Source: an optimization exercise on an open RTL-to-GDS flow (aim: small area). Production flows keep margins and buffers that such runs may drop. RTL that was checked went through simulation tests only; none was proved equivalent to the original. The flow treats the clock pin as an ideal source. Dropping or thinning the clock tree relies on that and would not hold on a real chip. Power and IR drop assume default switching activity.

## mhu
module mhu (
    input  wire        clk,
    input  wire        rst,               
    input  wire        cfg_we,
    input  wire [15:0] cfg_wdata,
    output wire [15:0] cfg_rdata,
    input  wire        in_valid,
    input  wire [7:0]  in_data,
    input  wire        in_last,
    output wire        in_ready,
    output wire        hdr_valid,
    output wire [2:0]  hdr_type,
    output wire [12:0] hdr_length,
    output wire        hdr_is_data,
    output wire        aux_valid,
    output wire        aux_is_seq,
    output wire [15:0] aux_value,
    output wire        aux_known,
    output wire        sse_strobe,
    output wire        body_valid,
    output wire [7:0]  body_data,
    output wire        smp_valid,
    output wire [31:0] smp_data,
    output wire        done_valid,
    output wire [1:0]  done_status,
    output wire        done_is_data,
    output wire [2:0]  done_type,
    output wire [12:0] done_length,
    output wire [15:0] done_item,
    output wire [15:0] done_seq,
    output wire        done_seq_present,
    output wire        done_sse
);
Size in the first run: ~180 I/O pins.
Settings: LEC_CHECK=0, CAP_MARGIN=20, CORE_MARGIN=2, CORE_UTILIZATION=45, SLEW_MARGIN=20; clock period 6.0 ns.
standard.sh (not shown) runs the stock make flow with config.mk's settings and CLKGATE_MAP_FILE= SYNTH_SCRIPT=/design/flow/synth_recipe.tcl, a recipe that flattens the netlist after the stock synthesis.
==> flow/flow/run.sh <==
#!/bin/bash
# Layout flow: the standard synthesis re-run with an area-oriented ABC mapping
# (same registers, checked against the standard synthesis), every port buffered
# by buf_1, ABC buffers removed, and a clock tree built by hand (flow/manual_cts.tcl).
set -euo pipefail
W=$PWD
R=$W/orfs/results/$FLOW_PLATFORM/mhu/base
RA=$W/orfs_alt/results/$FLOW_PLATFORM/mhu/base
export BUFFER_PORTS_ARGS="-buffer_cell sky130_fd_sc_hd__buf_1"
export REMOVE_ABC_BUFFERS=1
export PRE_CTS_TCL=$W/flow/manual_cts.tcl
export MCTS_N=4
export MCTS_CELL=sky130_fd_sc_hd__clkbuf_8

# 1. the standard synthesis
bash standard.sh synth > synth_standard.log 2>&1
cp $R/1_2_yosys.v synth_standard.v

# 2. the same synthesis script with another ABC mapping script
sed 's|log_cmd abc {\*}$abc_args|log_cmd abc -script '"$W"'/flow/abc_amap.script {*}[lrange $abc_args 2 end]|' \
    $FLOW_HOME/scripts/synth.tcl > alt_synth_core.tcl
sed "s|source \$::env(SCRIPTS_DIR)/synth.tcl|source $W/alt_synth_core.tcl|" synth_recipe.tcl > alt_synth.tcl
cmd=$(grep '^make ' standard.sh | sed -e "s|WORK_HOME=[^ ]*|WORK_HOME=$W/orfs_alt|" \
      -e "s|SYNTH_SCRIPT=[^ ]*|SYNTH_SCRIPT=$W/alt_synth.tcl|" -e 's|"\${@:-finish}"|synth|')
if grep -q abc_amap alt_synth_core.tcl && grep -q alt_synth_core alt_synth.tcl \
   && eval "$cmd" > synth_alt.log 2>&1 \
   && python3 flow/regs.py synth_standard.v $RA/1_2_yosys.v > regs_check.log 2>&1; then
  cp $RA/1_2_yosys.v $R/1_2_yosys.v
  touch $R/1_2_yosys.v
  echo "using the area-mapped netlist" >> regs_check.log
fi

# 3. the rest of the standard layout
bash standard.sh > layout.log 2>&1
Other scripts of this flow, unchanged in this note and not shown: flow/flow/abc_amap.script, flow/flow/manual_cts.tcl, flow/flow/regs.py
The baseline passed the timing, DRC and antenna checks.
Next try:
--- a/flow/flow/run.sh
+++ b/flow/flow/run.sh
@@ -4 +4 @@
-# by buf_1, ABC buffers removed, and a clock tree built by hand (flow/manual_cts.tcl).
+# by buf_1, ABC buffers removed, one tie cell per constant value, and a clock tree built by hand (flow/manual_cts.tcl).
@@ -10,0 +11 @@
+export SKIP_REPAIR_TIE_FANOUT=1
--- a/flow/config.mk
+++ b/flow/config.mk
@@ -10 +10 @@
-export CORE_UTILIZATION = 45
+export CORE_UTILIZATION = 62
What happened: The new run went through all stages and came out clean; routed wire length goes down by 1.4%; global-route usage increases by 8.6 points; final cell count came out lower by 6.2%; cell area shrinks by about 2.5%; worst hold slack improves by 0.0084 ns; first-iteration DRC count goes up by about 53%; utilization rises by 18 points.
Next try:
--- a/flow/config.mk
+++ b/flow/config.mk
@@ -10 +10 @@
-export CORE_UTILIZATION = 62
+export CORE_UTILIZATION = 55
The changed run ran to the end with no violations.
Cell count is unchanged.
Register-to-register slack degrades by 0.09 ns.
Area after synthesis does not change.
Power grows by about 0.5%.
Setup slack improves by 0.024 ns.
Final area came out lower by 0.33%.
Sequential power is about the same.
Next try:
--- a/flow/flow/run.sh
+++ b/flow/flow/run.sh
@@ -4 +4 @@
-# by buf_1, ABC buffers removed, one tie cell per constant value, and a clock tree built by hand (flow/manual_cts.tcl).
+# by buf_1, ABC buffers removed, and a clock tree built by hand (flow/manual_cts.tcl).
@@ -11 +10,0 @@
-export SKIP_REPAIR_TIE_FANOUT=1
The new run ran to the end with no violations.
Cell area came out higher by 1.3%.
Critical path depth does not change.
Worst hold slack gets worse by 0.0039 ns.
Power came out lower by 0.53%.
Utilization rose by 0.85 points.
Register-to-register slack is better by 0.11 ns.
Worst setup slack gets worse by 0.066 ns.
Routed wire length goes down by 1.3%.
Fmax falls by 1.3%.
In every run of this note, the design's own scripts or RTL, not TritonCTS, make the clock network.

========
mhu, a different RTL version from the one above (not shown whole).
Size in the first run: about 180 I/O pins, about 3700 µm² of cells after synthesis.
Settings: LEC_CHECK=0, CAP_MARGIN=20, CORE_MARGIN=2, CORE_UTILIZATION=55, SLEW_MARGIN=20; clock period 6.0 ns.
==> flow/flow/run.sh <==
#!/bin/bash
# Layout flow: the standard synthesis re-run with an area-oriented ABC mapping
# (same registers, checked against the standard synthesis), every port buffered
# by buf_1, ABC buffers removed, and a clock tree without dummy loads.
set -euo pipefail
W=$PWD
R=$W/orfs/results/$FLOW_PLATFORM/mhu/base
RA=$W/orfs_alt/results/$FLOW_PLATFORM/mhu/base
export BUFFER_PORTS_ARGS="-buffer_cell sky130_fd_sc_hd__buf_1"
export REMOVE_ABC_BUFFERS=1
export CTS_ARGS="-sink_clustering_enable -repair_clock_nets -dont_use_dummy_load -sink_clustering_size 80 -sink_clustering_max_diameter 500 -buf_list sky130_fd_sc_hd__clkbuf_16 -root_buf sky130_fd_sc_hd__clkbuf_16"

# 1. the standard synthesis
bash standard.sh synth > synth_standard.log 2>&1
cp $R/1_2_yosys.v synth_standard.v

# 2. the same synthesis script with another ABC mapping script
sed 's|log_cmd abc {\*}$abc_args|log_cmd abc -script '"$W"'/flow/abc_amap.script {*}[lrange $abc_args 2 end]|' \
    $FLOW_HOME/scripts/synth.tcl > alt_synth_core.tcl
sed "s|source \$::env(SCRIPTS_DIR)/synth.tcl|source $W/alt_synth_core.tcl|" synth_recipe.tcl > alt_synth.tcl
cmd=$(grep '^make ' standard.sh | sed -e "s|WORK_HOME=[^ ]*|WORK_HOME=$W/orfs_alt|" \
      -e "s|SYNTH_SCRIPT=[^ ]*|SYNTH_SCRIPT=$W/alt_synth.tcl|" -e 's|"\${@:-finish}"|synth|')
if grep -q abc_amap alt_synth_core.tcl && grep -q alt_synth_core alt_synth.tcl \
   && eval "$cmd" > synth_alt.log 2>&1 \
   && python3 flow/regs.py synth_standard.v $RA/1_2_yosys.v > regs_check.log 2>&1; then
  cp $RA/1_2_yosys.v $R/1_2_yosys.v
  touch $R/1_2_yosys.v
  echo "using the area-mapped netlist" >> regs_check.log
fi

# 3. the rest of the standard layout
bash standard.sh > layout.log 2>&1
==> flow/flow/abc_amap.script <==
strash
dch -f
amap
==> flow/flow/regs.py <==
# Compare the registers (instance name and cell type, drive strength aside) of two netlists.
import re, sys
def regs(path):
    out = set()
    for m in re.finditer(r'^\s*(sky130_fd_sc_hd__(\w+?))_\d+\s+(\S+)\s*\(', open(path).read(), re.M):
        if re.match(r'(e?df|sdf|dl)', m.group(2)):
            out.add((m.group(2), m.group(3)))
    return out
a, b = regs(sys.argv[1]), regs(sys.argv[2])
print(f"{len(a)} registers in the standard netlist, {len(b)} in the other; equal: {a == b}")
sys.exit(0 if a == b and a else 1)
Edit:
==> flow/flow/run.sh (replaced) <==
#!/bin/bash
# Standard layout, with every port buffered by the smallest buffer (buf_1).
set -euo pipefail
export BUFFER_PORTS_ARGS="-buffer_cell sky130_fd_sc_hd__buf_1"
bash standard.sh > standard_flow.log 2>&1
ABC_AREA = 1   (was unset)
CORE_UTILIZATION = 35   (was 55)
removed: flow/flow/abc_amap.script
removed: flow/flow/regs.py
Critical path depth came out lower by 1.
Final cell count came out higher by 27%.
Sequential power barely changes.
Design area came out higher by 11%.
Worst setup slack gains 1.0 ns.
Maximum frequency came out higher by 23%.
Routed wire length came out higher by 16%.
Die area came out higher by 72%.
Edit:
--- a/flow/flow/run.sh
+++ b/flow/flow/run.sh
@@ -4,2 +4,3 @@
 export BUFFER_PORTS_ARGS="-buffer_cell sky130_fd_sc_hd__buf_1"
+export REMOVE_ABC_BUFFERS=1
 bash standard.sh > standard_flow.log 2>&1
CORE_UTILIZATION = 55   (was 35)
CTS_BUF_LIST = sky130_fd_sc_hd__clkbuf_4 sky130_fd_sc_hd__clkbuf_8   (was unset)
The changed run ran to the end with no violations. Worst setup slack got worse by 0.061 ns. Combinational power is about the same. Sequential power stays flat. Via count drops by 1.3%. Final area drops by 1.8%. Die area drops by 35%. Total power drops by 4.4%. Cell count drops by 5.7%. Non-clock buffer count climbs by 1.
Edit:
==> flow/run.sh (new file) <==
#!/bin/bash
# synth_recipe.tcl (not shown) runs the flow's synth.tcl, then flattens the netlist and writes it again
# the make line also repeats each setting of config.mk as NAME=value (left out here)
make -C /OpenROAD-flow-scripts/flow DESIGN_CONFIG=/design/flow/config.mk WORK_HOME=/design/flow/orfs CLKGATE_MAP_FILE= SYNTH_SCRIPT=/design/flow/synth_recipe.tcl finish
ABC_AREA = unset   (was 1)
CORE_UTILIZATION = 35   (was 55)
CTS_BUF_LIST = unset   (was sky130_fd_sc_hd__clkbuf_4 sky130_fd_sc_hd__clkbuf_8)
removed: flow/flow/run.sh
removed: flow/standard.sh
After rerunning: The new run completed without violations; setup slack loses 0.52 ns; count of clock-buffer cells in the layout is lower by 3; final area is higher by a quarter to a third.
Function was not checked in any run of this note: the RTL went through the layout flow alone.

==> afterwards: timing with drivers on the ports <==
How much do the figures lean on ideal ports? The routed layouts below were timed once more, with nothing changed but the port constraints.
Step 1: set_driving_cell puts a clkbuf_16 on clk and a buf_2 on each other input, an assumption about the parent block.
Step 2 moves the port delays by t, midway between the first and last clock arrival at a register: inputs arrive t later, outputs are due t later. That takes back most of the time a late clock gives input paths.
Three values: ideal, step 1, step 2; two values: the first two.
| run | shift t [ns] | slack for setup (ns) | slew at the worst register clock pin (ns) |
|---|---|---|---|
| the first run of note 1 | 0.222 | 1.006 / 0.949 / 1.171 | 0.12 / 0.12 |
| the second run of note 1 | 0.223 | 0.952 / 0.893 / 1.115 | 0.11 / 0.11 |
| the third run of note 1 | 0.225 | 0.976 / 0.917 / 1.141 | 0.12 / 0.12 |
| the fourth run of note 1 | 0.221 | 0.909 / 0.852 / 1.073 | 0.11 / 0.11 |
| the first run of note 2 | 0.357 | 0.648 / 0.610 / 0.967 | 0.06 / 0.06 |
| the second run of note 2 | 0.366 | 1.648 / 1.613 / 1.979 | 0.06 / 0.06 |
| the third run of note 2 | 0.368 | 1.587 / 1.555 / 1.923 | 0.08 / 0.08 |
| the fourth run of note 2 | 0.358 | 1.064 / 1.028 / 1.028 | 0.06 / 0.06 |
After both steps setup and hold are still met in every run listed. For the fourth run of note 2, which loses most, drivers alone change the setup slack by -0.036 ns; drivers and shift together by -0.036 ns.
